Context: an optimization exercise on an open-source flow, tuned for small area and few clock cycles. The choices shown serve that exercise and are no tape-out recipe. In this exercise RTL edits were held to simulation tests only and were not proved equivalent to the original. No activity file was given, so power comes from the tool's default toggle rates. The clock port is modelled as an ideal driver; clocking choices that lean on that would not hold on a real chip.

## quartz
## opc2ser
module opc2ser #(
    parameter RXBUF_SIZE = 128
) (
    input  wire        clk,
    input  wire        rst,
    input  wire [1:0]  cfg_protocol,
    input  wire [7:0]  cfg_channel,
    input  wire [15:0] cfg_hs_timeout_ms,
    input  wire        dg_valid,
    output wire        dg_ready,
    input  wire [7:0]  dg_data,
    input  wire        dg_last,
    input  wire        dg_keep,
    output wire        tx_valid,
    input  wire        tx_ready,
    output reg  [7:0]  tx_data,
    output wire        tx_last,
    input  wire        srx_valid,
    input  wire [7:0]  srx_data,
    input  wire        tick_ms,
    output wire [1:0]  hs_state,
    output wire [2:0]  hs_cause,
    output wire        session_abort,
    output wire        busy,
    output wire [3:0]  err_code,
    output wire        warn3,
    output reg         evt_accept,
    output reg         evt_drop,
    output wire        evt_warn,
    output reg         evt_sent
);
Settings: LEC_CHECK=0, CAP_MARGIN=20, CORE_MARGIN=2, CORE_UTILIZATION=55, CTS_CLUSTER_DIAMETER=55, CTS_CLUSTER_SIZE=36, PLACE_DENSITY=0.7, SLEW_MARGIN=20; clock period 12.0 ns.
run.sh (not shown) runs the stock make flow with config.mk's settings and CLKGATE_MAP_FILE= SYNTH_SCRIPT=/design/flow/synth_recipe.tcl, a recipe that flattens the netlist after the stock synthesis.
Testbench counts of quartz, summed over its fixed seeds: cycles 102,288.
Here is what was changed in the inputs of garnet compared with quartz.
# quartz
export LEC_CHECK = 0
export CAP_MARGIN = 20
export CORE_MARGIN = 2
export CORE_UTILIZATION = 55
export CTS_CLUSTER_DIAMETER = 55
export CTS_CLUSTER_SIZE = 36
export PLACE_DENSITY = 0.7
export SLEW_MARGIN = 20
create_clock -name core_clock -period 12.0 [get_ports {clk}]
# garnet
export LEC_CHECK = 0
export CAP_MARGIN = 20
export CORE_MARGIN = 2
export CORE_UTILIZATION = 55
export PLACE_DENSITY = 0.7
export SLEW_MARGIN = 20
create_clock -name core_clock -period 12.0 [get_ports {clk}]
==> flow/flow/run.sh (new file) <==
#!/bin/bash
# The standard layout (standard.sh) with two changes made through ORFS's own
# variables: ports are buffered with buf_1 instead of the buffer buffer_ports
# picks by default, and clock tree synthesis uses larger sink clusters and
# inserts no dummy loads. Each tool's output is kept in orfs/logs/; the make
# output of each run goes to a log file here.
set -euo pipefail
export BUFFER_PORTS_ARGS="-buffer_cell sky130_fd_sc_hd__buf_1"
export CTS_ARGS="-sink_clustering_enable -repair_clock_nets -sink_clustering_size 30 -sink_clustering_max_diameter 80 -dont_use_dummy_load"
bash standard.sh synth > make_synth.log 2>&1
bash standard.sh finish > make_finish.log 2>&1
==> flow/standard.sh (new file) <==
#!/bin/bash
# synth_recipe.tcl (not shown) runs the flow's synth.tcl, then flattens the netlist and writes it again
# the make line also repeats each setting of config.mk as NAME=value (left out here)
make -C /OpenROAD-flow-scripts/flow DESIGN_CONFIG=/design/flow/config.mk WORK_HOME=/design/flow/orfs CLKGATE_MAP_FILE= SYNTH_SCRIPT=/design/flow/synth_recipe.tcl "${@:-finish}"
removed: flow/run.sh
### Flow results
- From quartz to garnet the numbers moved as follows: half-perimeter wire length of the detailed placement result went up about 0.55%, cell count now sits lower, smallest setup slack after layout lower, relative area of clock buffers and inverters in the final design went down, utilization went down.
- Fmax | garnet vs quartz | garnet slower
- Power consumption: garnet and quartz compared, higher one is quartz
- Compare garnet and quartz | wire length on met2 higher: quartz
- garnet vs quartz: switching share of total power down in garnet
- Routed wire length delta for garnet relative to quartz: about 3.7% lower
## Diff of input files: raven against garnet
==> flow/flow/run.sh <==
#!/bin/bash
# The standard layout (standard.sh) with these changes, all made through
# ORFS's own variables:
#  - synthesis maps logic with an area-oriented ABC script (flow/abc_map.script
#    in place of ORFS's abc_speed.script); the Yosys steps, and so the
#    registers, are those of the standard synthesis;
#  - ports are buffered with buf_1;
#  - clock tree synthesis uses larger sink clusters and no dummy loads.
# make's output goes to make_synth.log and make_finish.log here; each tool's
# own log is in orfs/logs/.
set -euo pipefail
here=$(pwd)
rm -rf "$here/scripts_area"
cp -r "$FLOW_HOME/scripts" "$here/scripts_area"
cp "$here/flow/abc_map.script" "$here/scripts_area/abc_speed.script"
sed "s#CLKGATE_MAP_FILE= #CLKGATE_MAP_FILE= SCRIPTS_DIR=$here/scripts_area #" standard.sh > synth_area.sh
export BUFFER_PORTS_ARGS="-buffer_cell sky130_fd_sc_hd__buf_1"
export CTS_ARGS="-sink_clustering_enable -repair_clock_nets -sink_clustering_size 30 -sink_clustering_max_diameter 80 -dont_use_dummy_load"
bash synth_area.sh synth > make_synth.log 2>&1
bash standard.sh finish > make_finish.log 2>&1
==> flow/flow/abc_map.script (new file) <==
&get -n
&st
&dch
&nf -R 1000
&put
==> comparison <==
- The sequential power share of garnet and that of raven are within noise of each other.
- NOTE: share of synthesized area occupied by flip-flops and latches in raven exceeds that of garnet
- Switching power sits higher in raven than in garnet.
- Summary of raven over garnet: hold slack went up; time the worst path needs with I/O delays and setup rose by 0.29 ns; overall power after layout roughly the same.
- Going from garnet to raven, area of all placed cells without fillers fell about 1.2%, sequential share of layout area moved up.

* * *

Setup of before:
opc2ser, a different RTL version from the one above (not shown whole).
Size in the first run: roughly 1100 flip-flops, ~77 I/O pins.
clock: 12.0 ns
lec_check: 0
cap_margin: 5
core_margin: 2
core_utilization: 55
place_density: 0.7
slew_margin: 5
standard.sh (not shown) runs the stock make flow with config.mk's settings and CLKGATE_MAP_FILE= SYNTH_SCRIPT=/design/flow/synth_recipe.tcl, a recipe that flattens the netlist after the stock synthesis.
==> flow/flow/run.sh <==
#!/bin/bash
# The standard layout (standard.sh) with these changes, all made through
# ORFS's own variables:
#  - synthesis maps logic with an area-oriented ABC script (flow/abc_map.script
#    in place of ORFS's abc_speed.script); the Yosys steps, and so the
#    registers, are those of the standard synthesis;
#  - ports are buffered with buf_1;
#  - clock tree synthesis uses larger sink clusters and no dummy loads.
# make's output goes to make_synth.log and make_finish.log here; each tool's
# own log is in orfs/logs/.
set -euo pipefail
here=$(pwd)
rm -rf "$here/scripts_area"
cp -r "$FLOW_HOME/scripts" "$here/scripts_area"
cp "$here/flow/abc_map.script" "$here/scripts_area/abc_speed.script"
sed "s#CLKGATE_MAP_FILE= #CLKGATE_MAP_FILE= SCRIPTS_DIR=$here/scripts_area #" standard.sh > synth_area.sh
export BUFFER_PORTS_ARGS="-buffer_cell sky130_fd_sc_hd__buf_1"
export CTS_ARGS="-sink_clustering_enable -repair_clock_nets -sink_clustering_size 36 -sink_clustering_max_diameter 80 -dont_use_dummy_load"
bash synth_area.sh synth > make_synth.log 2>&1
bash standard.sh finish > make_finish.log 2>&1
==> flow/flow/abc_map.script <==
&get -n
&st
&dch
&nf -R 1000
&put
Testbench counts of before, summed over its fixed seeds: cycles 102,288.
### before -> after
--- a/flow/flow/run.sh
+++ b/flow/flow/run.sh
@@ -17,3 +17,3 @@
 export BUFFER_PORTS_ARGS="-buffer_cell sky130_fd_sc_hd__buf_1"
-export CTS_ARGS="-sink_clustering_enable -repair_clock_nets -sink_clustering_size 36 -sink_clustering_max_diameter 80 -dont_use_dummy_load"
+export CTS_ARGS="-sink_clustering_enable -repair_clock_nets -sink_clustering_size 30 -sink_clustering_max_diameter 80 -dont_use_dummy_load"
 bash synth_area.sh synth > make_synth.log 2>&1
--- a/flow/config.mk
+++ b/flow/config.mk
@@ -9,4 +9,4 @@
 export CORE_MARGIN = 2
-export CORE_UTILIZATION = 55
-export PLACE_DENSITY = 0.7
+export CORE_UTILIZATION = 62
+export PLACE_DENSITY = 0.78
 export SLEW_MARGIN = 5
The more densely filled core belongs to after, not before. Taking before as the reference, in after number of buffers other than clock buffers in the final layout -2.0%; worst hold slack moved up; maximum operating frequency has increased. Looking at clock power across both flows, after is the weaker of the two, with before ahead. Taking before as the reference, in after area enclosed by the die boundary lost 11%; internal power summed over all cells picked up an extra about 2%. Any difference in total routed wirelength between before and after is small enough to ignore. after ran to completion and came out clean on the timing, DRC and antenna checks. The area of all placed cells without fillers on before is in line with that on after.

* * *

Another version of the RTL of opc2ser (not shown whole).
Size: about 30,000 um^2 of cells after synthesis.
clock: 12.0 ns
lec_check: 0
cap_margin: 20
core_margin: 2
core_utilization: 55
place_density: 0.85
slew_margin: 20
==> flow/flow/run.sh <==
#!/bin/bash
# The standard layout (standard.sh) with these changes, all made through
# ORFS's own variables:
#  - synthesis maps logic with an area-oriented ABC script (flow/abc_map.script
#    in place of ORFS's abc_speed.script); the Yosys steps, and so the
#    registers, are those of the standard synthesis;
#  - ports are buffered with buf_1;
#  - clock tree synthesis uses larger sink clusters and no dummy loads.
# make's output goes to make_synth.log and make_finish.log here; each tool's
# own log is in orfs/logs/.
set -euo pipefail
here=$(pwd)
rm -rf "$here/scripts_area"
cp -r "$FLOW_HOME/scripts" "$here/scripts_area"
cp "$here/flow/abc_map.script" "$here/scripts_area/abc_speed.script"
sed "s#CLKGATE_MAP_FILE= #CLKGATE_MAP_FILE= SCRIPTS_DIR=$here/scripts_area #" standard.sh > synth_area.sh
export BUFFER_PORTS_ARGS="-buffer_cell sky130_fd_sc_hd__buf_1"
export CTS_ARGS="-sink_clustering_enable -repair_clock_nets -sink_clustering_size 36 -sink_clustering_max_diameter 80 -dont_use_dummy_load"
bash synth_area.sh synth > make_synth.log 2>&1
bash standard.sh finish > make_finish.log 2>&1
==> flow/flow/abc_map.script <==
&get -n
&st
&syn2
&dch
&nf -R 1000
&put
Testbench counts at the start, summed over its fixed seeds: cycles 102,288.
Edit:
--- a/flow/config.mk
+++ b/flow/config.mk
@@ -10,3 +10,3 @@
 export CORE_UTILIZATION = 55
-export PLACE_DENSITY = 0.85
+export PLACE_DENSITY = 0.7
 export SLEW_MARGIN = 20
Result: The new run finished with timing, DRC and antenna clean. Total power stays flat. Flip-flop and latch count does not change. Utilization barely changes.
Edit:
--- a/flow/config.mk
+++ b/flow/config.mk
@@ -10,2 +10,4 @@
 export CORE_UTILIZATION = 55
+export GPL_ROUTABILITY_DRIVEN = 0
+export GPL_TIMING_DRIVEN = 0
 export PLACE_DENSITY = 0.7
Effect: Cell area barely changes; wire length decreases by a few percent; total power decreases slightly; first-iteration DRC count increases by roughly a tenth; maximum frequency decreases by a few percent; setup slack degrades by 0.54 ns; register-to-register slack degrades by 0.02 ns; utilization increases by 0.15 points.

[port drivers added, routing unchanged]
The results above use ideal ports. As a check the final layouts listed here were re-extracted and re-timed, cells and wires unchanged. Step 1, drivers: a clkbuf_16 drives clk and a buf_2 each remaining input, both assumed. Step 2 adds t to the input delays and takes it off the output delays; t is the mean of the earliest and latest rising clock arrival at the registers after step 1. Input paths then give back, and output paths get back, about the clock's delay inside the block. Slacks: no drivers / after step 1 / after step 2; pairs: no drivers / after step 1.
| run | t, ns | slack for setup (ns) | slew at the worst register clock pin (ns) | cell pins on the clock port's net |
|---|---|---|---|---|
| quartz | 0.678 | 1.031 / 1.031 / 1.031 | 0.12 / 0.12 | 1 |
| garnet | 0.622 | 0.839 / 0.839 / 0.839 | 0.10 / 0.10 | 1 |
| raven | 0.637 | 0.554 / 0.554 / 0.554 | 0.11 / 0.11 | 1 |
| before | 0.629 | 1.860 / 1.886 / 1.257 | 0.12 / 0.12 | 1 |
| after | 0.643 | 1.923 / 1.952 / 1.308 | 0.11 / 0.11 | 1 |
| the first run of note 3 | 0.638 | 1.348 / 1.376 / 0.738 | 0.12 / 0.12 | 1 |
| the second run of note 3 | 0.625 | 1.582 / 1.620 / 0.995 | 0.12 / 0.12 | 1 |
| the third run of note 3 | 0.628 | 1.040 / 1.064 / 0.436 | 0.12 / 0.12 | 1 |
After both steps every run listed still meets setup and hold. For after, which loses most, drivers alone change the setup slack by +0.029 ns; drivers and shift together by -0.615 ns.
